This is an optimization exercise on Yosys and OpenROAD, whose aim is small area, not a production implementation. In this exercise RTL edits were held to simulation tests only and were not proved equivalent to the original. Power figures rest on the tool's default switching activity, not on a simulated workload.

== run A ==
==> flow/design.v <==
module mc3_engine (
    input  wire        clk,
    input  wire        rst,           
    input  wire        start,         
    input  wire [15:0] prog_len,      
    output wire [15:0] prog_addr,
    input  wire [7:0]  prog_rdata,
    output reg         mem_en,
    output reg         mem_we,
    output wire [24:0] mem_addr,
    output wire [23:0] mem_wdata,
    input  wire [23:0] mem_rdata,
    output wire        done,
    output wire [1:0]  fault,
    output wire [15:0] pc,
    output wire [24:0] mem_len
);
    localparam [1:0] OC_LC = 2'd0, OC_LM = 2'd1, OC_ST = 2'd2, OC_SQ = 2'd3;
    localparam [1:0] S_IDLE = 2'd0, S_F1 = 2'd1, S_TR = 2'd2, S_EX = 2'd3;
    reg [24:0] q1, q2, q3;
    reg [15:0] pc_r;
    reg [24:0] mlen_r;
    reg [1:0]  fault_r;
    reg        done_r;
    reg        f0;            
    reg [1:0]  st;
    reg [1:0]  oc;
    reg [1:0]  ph;
    reg [4:0]  cnt;
    assign mem_addr = q1;
    assign done     = done_r;
    assign fault    = fault_r;
    assign pc       = pc_r;
    assign mem_len  = mlen_r;
    reg  [3:0] f;
    reg  [16:0] pa;
    reg         pa_ge;
    reg         pa_c;
    integer     i;
    always @(*) begin
        pa_c = 1'b0;
        for (i = 0; i < 16; i = i + 1) begin
            if (i < 4) begin
                pa[i] = pc_r[i] ^ f[i] ^ pa_c;
                pa_c  = (pc_r[i] & f[i]) | (pa_c & (pc_r[i] ^ f[i]));
            end else begin
                pa[i] = pc_r[i] ^ pa_c;
                pa_c  = pc_r[i] & pa_c;
            end
        end
        pa[16] = pa_c;
        pa_ge = 1'b1;
        for (i = 0; i < 16; i = i + 1)
            pa_ge = prog_len[i] ? (pa[i] & pa_ge) : (pa[i] | pa_ge);
        pa_ge = pa_ge | pa[16];
    end
    assign prog_addr = pa[15:0];
    wire mclr = f0 && (cnt[1:0] == 2'd2) && (ph == 2'd1);    
    wire load = (st == S_EX) && (cnt[4:2] == 3'd0) && (cnt[1:0] != 2'd3);
    always @(*) begin
        f = 4'd0;
        case (st)
            S_TR: case (oc)                   
                OC_LC: f = 4'd5;
                OC_ST: f = 4'd4;
                default: f = 4'd8;
            endcase
            S_EX: begin
                if (load) begin
                    case (ph)
                        2'd0: f = ((oc == OC_SQ) ? 4'd8 : 4'd5) - {2'd0, cnt[1:0]};
                        2'd1: f = 4'd8 - {2'd0, cnt[1:0]};
                        default: f = 4'd2 - {2'd0, cnt[1:0]};
                    endcase
                end else begin                  
                    case (oc)
                        OC_LC: f = 4'd6;
                        OC_ST: f = 4'd5;
                        default: f = 4'd9;
                    endcase
                end
            end
            default: f = 4'd0;
        endcase
    end
    reg       op_ok;
    reg [1:0] op_c;
    always @(*) begin
        op_ok = 1'b1;
        op_c  = OC_LC;
        case (prog_rdata)
            8'd28: op_c = OC_LC;
            8'd24: op_c = OC_LM;
            8'd17: op_c = OC_ST;
            8'd19: op_c = OC_SQ;
            default: op_ok = 1'b0;
        endcase
    end
    reg [1:0] sq_bits;
    always @(*) begin
        case (cnt[3:0])
            4'd3:  sq_bits = mem_rdata[23:22];
            4'd4:  sq_bits = mem_rdata[21:20];
            4'd5:  sq_bits = mem_rdata[19:18];
            4'd6:  sq_bits = mem_rdata[17:16];
            4'd7:  sq_bits = mem_rdata[15:14];
            4'd8:  sq_bits = mem_rdata[13:12];
            4'd9:  sq_bits = mem_rdata[11:10];
            4'd10: sq_bits = mem_rdata[9:8];
            4'd11: sq_bits = mem_rdata[7:6];
            4'd12: sq_bits = mem_rdata[5:4];
            4'd13: sq_bits = mem_rdata[3:2];
            default: sq_bits = mem_rdata[1:0];
        endcase
    end
    wire [13:0] sq_rem_sh = {q3[23:12], sq_bits};
    wire [13:0] sq_trial  = {q3[11:0], 2'b01};
    reg  [13:0] sq_diff;
    reg         sq_ge;
    integer     j;
    always @(*) begin
        sq_ge = 1'b1;
        for (j = 0; j < 14; j = j + 1) begin
            sq_diff[j] = sq_rem_sh[j] ^ ~sq_trial[j] ^ sq_ge;
            sq_ge      = (sq_rem_sh[j] & ~sq_trial[j]) | (sq_ge & (sq_rem_sh[j] ^ ~sq_trial[j]));
        end
    end
    wire [11:0] sq_rem_n  = sq_ge ? sq_diff[11:0] : sq_rem_sh[11:0];
    wire [24:0] sq_next   = {q3[24], sq_rem_n, q3[10:0], sq_ge};
    wire in_ex = (st == S_EX);
    wire k_end = &q1[23:0];       
    wire p0 = (ph == 2'd0), p1 = (ph == 2'd1), p2 = (ph == 2'd2);
    wire c3 = (cnt == 5'd3), c4 = (cnt == 5'd4), c5 = (cnt == 5'd5);
    wire c14 = (cnt == 5'd14), c15 = (cnt == 5'd15), c16 = (cnt == 5'd16);
    reg  acc_d1, acc_d2, acc_d3;
    reg  track, kinc, sqstep, fin, wsel_rd, wmask, hold;
    wire inc = acc_d2 | kinc;
    wire upd = acc_d3;
    always @(*) begin
        mem_en  = 1'b0;
        mem_we  = 1'b0;
        track   = 1'b1;
        kinc    = 1'b0;
        sqstep  = 1'b0;
        fin     = 1'b0;
        wsel_rd = 1'b0;
        wmask   = 1'b0;
        hold    = 1'b0;
        if (in_ex && !load) begin
            case (oc)
                OC_LC: begin
                    if (c3 && p1) begin mem_en = 1'b1; mem_we = 1'b1; end
                    if (c4 && p1) fin = 1'b1;
                end
                OC_ST: begin
                    if (c3 && p1) mem_en = 1'b1;
                    if (c3 && p2) begin mem_en = 1'b1; mem_we = 1'b1; wsel_rd = 1'b1; end
                    if (c4 && p2) fin = 1'b1;
                end
                OC_SQ: begin
                    if (c15) begin
                        if (p2) begin mem_en = 1'b1; mem_we = 1'b1; wmask = 1'b1; end
                    end else if (c16) begin
                        if (p2) fin = 1'b1;
                    end else begin
                        if (p1) begin mem_en = 1'b1; track = c14; end
                        if (p2) sqstep = 1'b1;
                    end
                end
                default: begin   
                    if (c3) begin
                        if (p2) begin fin = k_end; end
                    end else if (c4) begin
                        if (p0) mem_en = 1'b1;
                        if (p1) begin
                            mem_en = 1'b1; mem_we = 1'b1; wsel_rd = 1'b1; kinc = 1'b1;
                        end
                        if (p2) hold = !k_end;
                    end else begin
                        if (p1) fin = 1'b1;
                    end
                end
            endcase
        end
    end
    assign mem_wdata = wsel_rd ? mem_rdata : {q3[23:12] & {12{~wmask}}, q3[11:0]};
    wire       bmask = f0 || (ph == 2'd0 && cnt[1:0] == 2'd0) ||
                       (ph == 2'd1 && cnt[1:0] == 2'd0 && oc == OC_ST) ||
                       (ph == 2'd2 && oc == OC_SQ);
    wire       binv  = (ph == 2'd1) && (oc == OC_LM);
    wire [7:0] bval  = bmask ? 8'd0 : (prog_rdata ^ {8{binv}});
    reg [24:0] q_inc;
    reg        q_c;
    reg        m_gt;
    integer    k;
    always @(*) begin
        q_c = inc;
        for (k = 0; k < 25; k = k + 1) begin
            q_inc[k] = q3[k] ^ q_c;
            q_c      = q3[k] & q_c;
        end
        m_gt = 1'b0;
        for (k = 0; k < 25; k = k + 1)
            m_gt = mlen_r[k] ? (q1[k] & m_gt) : (q1[k] | m_gt);
    end
    always @(posedge clk) begin
        acc_d1 <= !rst && mem_en && track;
        acc_d2 <= !rst && acc_d1;
        acc_d3 <= !rst && acc_d2;
        if (load || f0)
            q1 <= {1'b0, q3[15:0], bval};
        else if (sqstep)
            q1 <= sq_next;
        else
            q1 <= q_inc;
        q2 <= q1;
        q3 <= q2;
    end
    always @(posedge clk) begin
        if (rst) begin
            st     <= S_IDLE;
            done_r <= 1'b0;
            f0     <= 1'b0;
        end else begin
            if (start && st == S_IDLE && !f0) begin
                pc_r    <= 16'd0;
                ph      <= 2'd0;
                cnt     <= 5'd0;
                fault_r <= 2'd0;
                done_r  <= 1'b0;
                f0      <= 1'b1;
            end else begin
                if ((upd && m_gt) || mclr)
                    mlen_r <= q1;
                if (f0) begin
                    ph  <= (ph == 2'd2) ? 2'd0 : ph + 2'd1;
                    if (ph == 2'd2)
                        cnt <= cnt + 5'd1;
                    if (mclr) begin
                        f0 <= 1'b0;
                        if (pa_ge) done_r <= 1'b1;
                        else       st <= S_F1;
                    end
                end else begin
                    case (st)
                        S_F1: begin
                            if (!op_ok) begin
                                fault_r <= 2'd1;
                                done_r  <= 1'b1;
                                st      <= S_IDLE;
                            end else begin
                                oc <= op_c;
                                st <= S_TR;
                            end
                        end
                        S_TR: begin
                            if (pa_ge) begin
                                fault_r <= 2'd2;
                                done_r  <= 1'b1;
                                st      <= S_IDLE;
                            end else begin
                                st  <= S_EX;
                                ph  <= 2'd0;
                                cnt <= 5'd0;
                            end
                        end
                        S_EX: begin
                            ph  <= (ph == 2'd2) ? 2'd0 : ph + 2'd1;
                            if (ph == 2'd2 && !hold)
                                cnt <= cnt + 5'd1;
                            if (fin) begin
                                pc_r <= pa[15:0];
                                if (pa_ge) begin
                                    done_r <= 1'b1;
                                    st     <= S_IDLE;
                                end else
                                    st <= S_F1;
                            end
                        end
                        default: ;
                    endcase
                end
            end
        end
    end
endmodule
==> flow/config.mk <==
export PLATFORM = sky130hd
export DESIGN_NAME = mc3_engine
export DESIGN_NICKNAME = mc3_engine
export VERILOG_FILES = /design/flow/design.v
export SDC_FILE = /design/flow/constraint.sdc
export NUM_CORES = 4
export LEC_CHECK = 0
export CAP_MARGIN = 0
export CORE_MARGIN = 2
export CORE_UTILIZATION = 40
export SLEW_MARGIN = 0
==> flow/constraint.sdc <==
create_clock -name core_clock -period 8.0 [get_ports {clk}]
set_input_delay 1.6000 -clock core_clock [delete_from_list [all_inputs] [get_ports {clk}]]
set_output_delay 1.6000 -clock core_clock [all_outputs]
set_load 0.01 [all_outputs]
standard.sh (not shown) runs the stock make flow with config.mk's settings and CLKGATE_MAP_FILE= SYNTH_SCRIPT=/design/flow/synth_recipe.tcl, a recipe that flattens the netlist after the stock synthesis.
==> flow/flow/run.sh <==
#!/bin/bash
set -euo pipefail
bash standard.sh \
  "BUFFER_PORTS_ARGS=-buffer_cell sky130_fd_sc_hd__buf_1" \
  "CTS_ARGS=-sink_clustering_enable -repair_clock_nets -dont_use_dummy_load -buf_list sky130_fd_sc_hd__clkbuf_8" \
  finish > flow_standard.log 2>&1
## Diff of input files: run B against run A
Settings: CAP_MARGIN now 20, was 0; PLACE_DENSITY now 0.8, previously not set; SLEW_MARGIN now 20, was 0; CORE_UTILIZATION now 60, was 40.
==> flow/flow/run.sh <==
#!/bin/bash
# The standard layout (standard.sh) with three changes:
#  - synthesis maps the logic with an area-oriented ABC script (synth_area.tcl)
#  - port buffers use the smallest buffer cell
#  - the clock tree has no dummy balancing loads, clkbuf_4 leaves
set -euo pipefail
export FLOW_SYNTH_TCL="$PWD/synth_recipe.tcl"
export AREA_ABC_SCRIPT="$PWD/flow/area.abc"
bash standard.sh \
  "SYNTH_SCRIPT=$PWD/flow/synth_area.tcl" \
  "BUFFER_PORTS_ARGS=-buffer_cell sky130_fd_sc_hd__buf_1" \
  "CTS_ARGS=-sink_clustering_enable -repair_clock_nets -dont_use_dummy_load -buf_list sky130_fd_sc_hd__clkbuf_8" \
  finish > flow_standard.log 2>&1
==> flow/flow/area.abc (new file) <==
strash
ifraig
scorr
dc2
strash
&get -n
&deepsyn -J 200
&put
strash
&get -n
&dch -f
&nf -a
&put
mfs2
strash
&get -n
&dch -f
&nf -a
&put
topo
==> flow/flow/synth_area.tcl (new file) <==
# The standard synthesis (synth_recipe.tcl), except that the combinational
# logic is mapped with the area-oriented ABC script in area.abc instead of
# ORFS's speed script. Registers are untouched by ABC.
proc abc {args} {
  set out {}
  set skip 0
  foreach a $args {
    if {$skip} { set skip 0; continue }
    if {$a eq "-script"} { set skip 1; continue }
    lappend out $a
  }
  yosys abc -script $::env(AREA_ABC_SCRIPT) {*}$out
}
source $::env(FLOW_SYNTH_TCL)
==> comparison <==
- In run B, the worst setup slack after layout came out 92 ps below the value in run A.
- When run B is set beside run A, its combinational fraction of design power turns out to be 10 points smaller.
- Total clock sinks came out exactly the same in run A and run B.
- Run B vs run A — power per cell area dropped about 14%.
What run C does differently from run B at the input level:
Settings: a change of SLEW_MARGIN from 20 to 0; a deleted PLACE_DENSITY that had been 0.8; a change of CAP_MARGIN from 20 to 0; a change of CORE_UTILIZATION from 60 to 40.
diff --git a/flow/flow/run.sh b/flow/flow/run.sh
--- a/flow/flow/run.sh
+++ b/flow/flow/run.sh
@@ -10,4 +10,4 @@
   "SYNTH_SCRIPT=$PWD/flow/synth_area.tcl" \
   "BUFFER_PORTS_ARGS=-buffer_cell sky130_fd_sc_hd__buf_1" \
-  "CTS_ARGS=-sink_clustering_enable -repair_clock_nets -dont_use_dummy_load -buf_list sky130_fd_sc_hd__clkbuf_8" \
+  "CTS_ARGS=-sink_clustering_enable -repair_clock_nets -dont_use_dummy_load -root_buf sky130_fd_sc_hd__clkbuf_16 -buf_list sky130_fd_sc_hd__clkbuf_4 sky130_fd_sc_hd__clkbuf_8" \
   finish > flow_standard.log 2>&1
==> flow/flow/area.abc <==
strash
ifraig
scorr
dc2
strash
&get -n
&dch -f
&nf -a
&put
mfs2
strash
&get -n
&dch -f
&nf -a
&put
topo
==> comparison <==
Compared with run B, run C shows number of instances in the synthesized netlist that has gone up by a little under 10%.
Diff run B -> run C | die span in x | up by more than 10%
Synthesized area (run C over run B): increase, 170 um^2
Run C did not finish; the tool stopped in clock tree synthesis (4_1_cts) with error STA-0564.
Run C — final RePlAce weighted congestion 0.057 lower, run B as reference
The share of cell area taken by muxes after synthesis of run C and that of run B are within noise of each other.
Setup changes, run C to run D
Settings: CTS_CLUSTER_SIZE: unset -> 50; CTS_CLUSTER_DIAMETER: unset -> 300; CTS_BUF_LIST: unset -> sky130_fd_sc_hd__clkbuf_8.
==> flow/flow/run.sh <==
#!/bin/bash
set -euo pipefail
bash standard.sh "BUFFER_PORTS_ARGS=-buffer_cell sky130_fd_sc_hd__buf_1" finish > flow_standard.log 2>&1
removed: flow/flow/area.abc
removed: flow/flow/synth_area.tcl
Run D ended with every stage complete and zero timing, DRC or antenna violations. [run D] global placer's final weighted congestion fell 0.055 relative to run C. Compared with run C, run D shows a lower share of the synthesized area in compound gates (AO/OA/AOI/OAI). Run D against run C; synthesized cell count is up by a few percent. Run D -> run C: number of placed I/O pins delta 0, exact match. Comparing run C and run D, the lower arithmetic-cell share of the synthesized area counting full adders, half adders and majority gates is on run C. Run D ended with more vertical die dimension than run C. Going from run C to run D, the synthesized net count was found to have gone up by 37. Run D vs run C on overall die width: run D is the higher one. Looking at average instance area after synthesis, run D sits 0.91% higher than run C does. [compare] base=run C new=run D: placement-stage cell area moved up; multiplexer area fraction after synthesis moved up.

## separate check: timing with driven ports
The flow's constraints put no driver on any port. The routed layouts listed below were extracted and timed again, unchanged, in two steps.
Step 1, drivers: a clkbuf_16 drives clk and a buf_2 each remaining input, both assumed.
Step 2, shift: input delay + t, output delay - t, t = (earliest + latest rising clock arrival at the registers) / 2. This alone moves slack from input paths to output paths.
a / b / c = no drivers / after step 1 / after step 2; a / b = the first two.
run	shift t [ns]	slack for setup (ns)	latest minus earliest clock arrival (ns)
run A	0.460	0.562 / 0.525 / 0.409	0.027 / 0.027
run B	0.469	0.470 / 0.470 / 0.470	0.036 / 0.036
run D	0.476	0.531 / 0.494 / 0.417	0.011 / 0.011
After both steps setup and hold are still met in every run listed. The setup slack of run A, which loses most, moves by -0.037 ns with the drivers and by -0.153 ns with both steps.
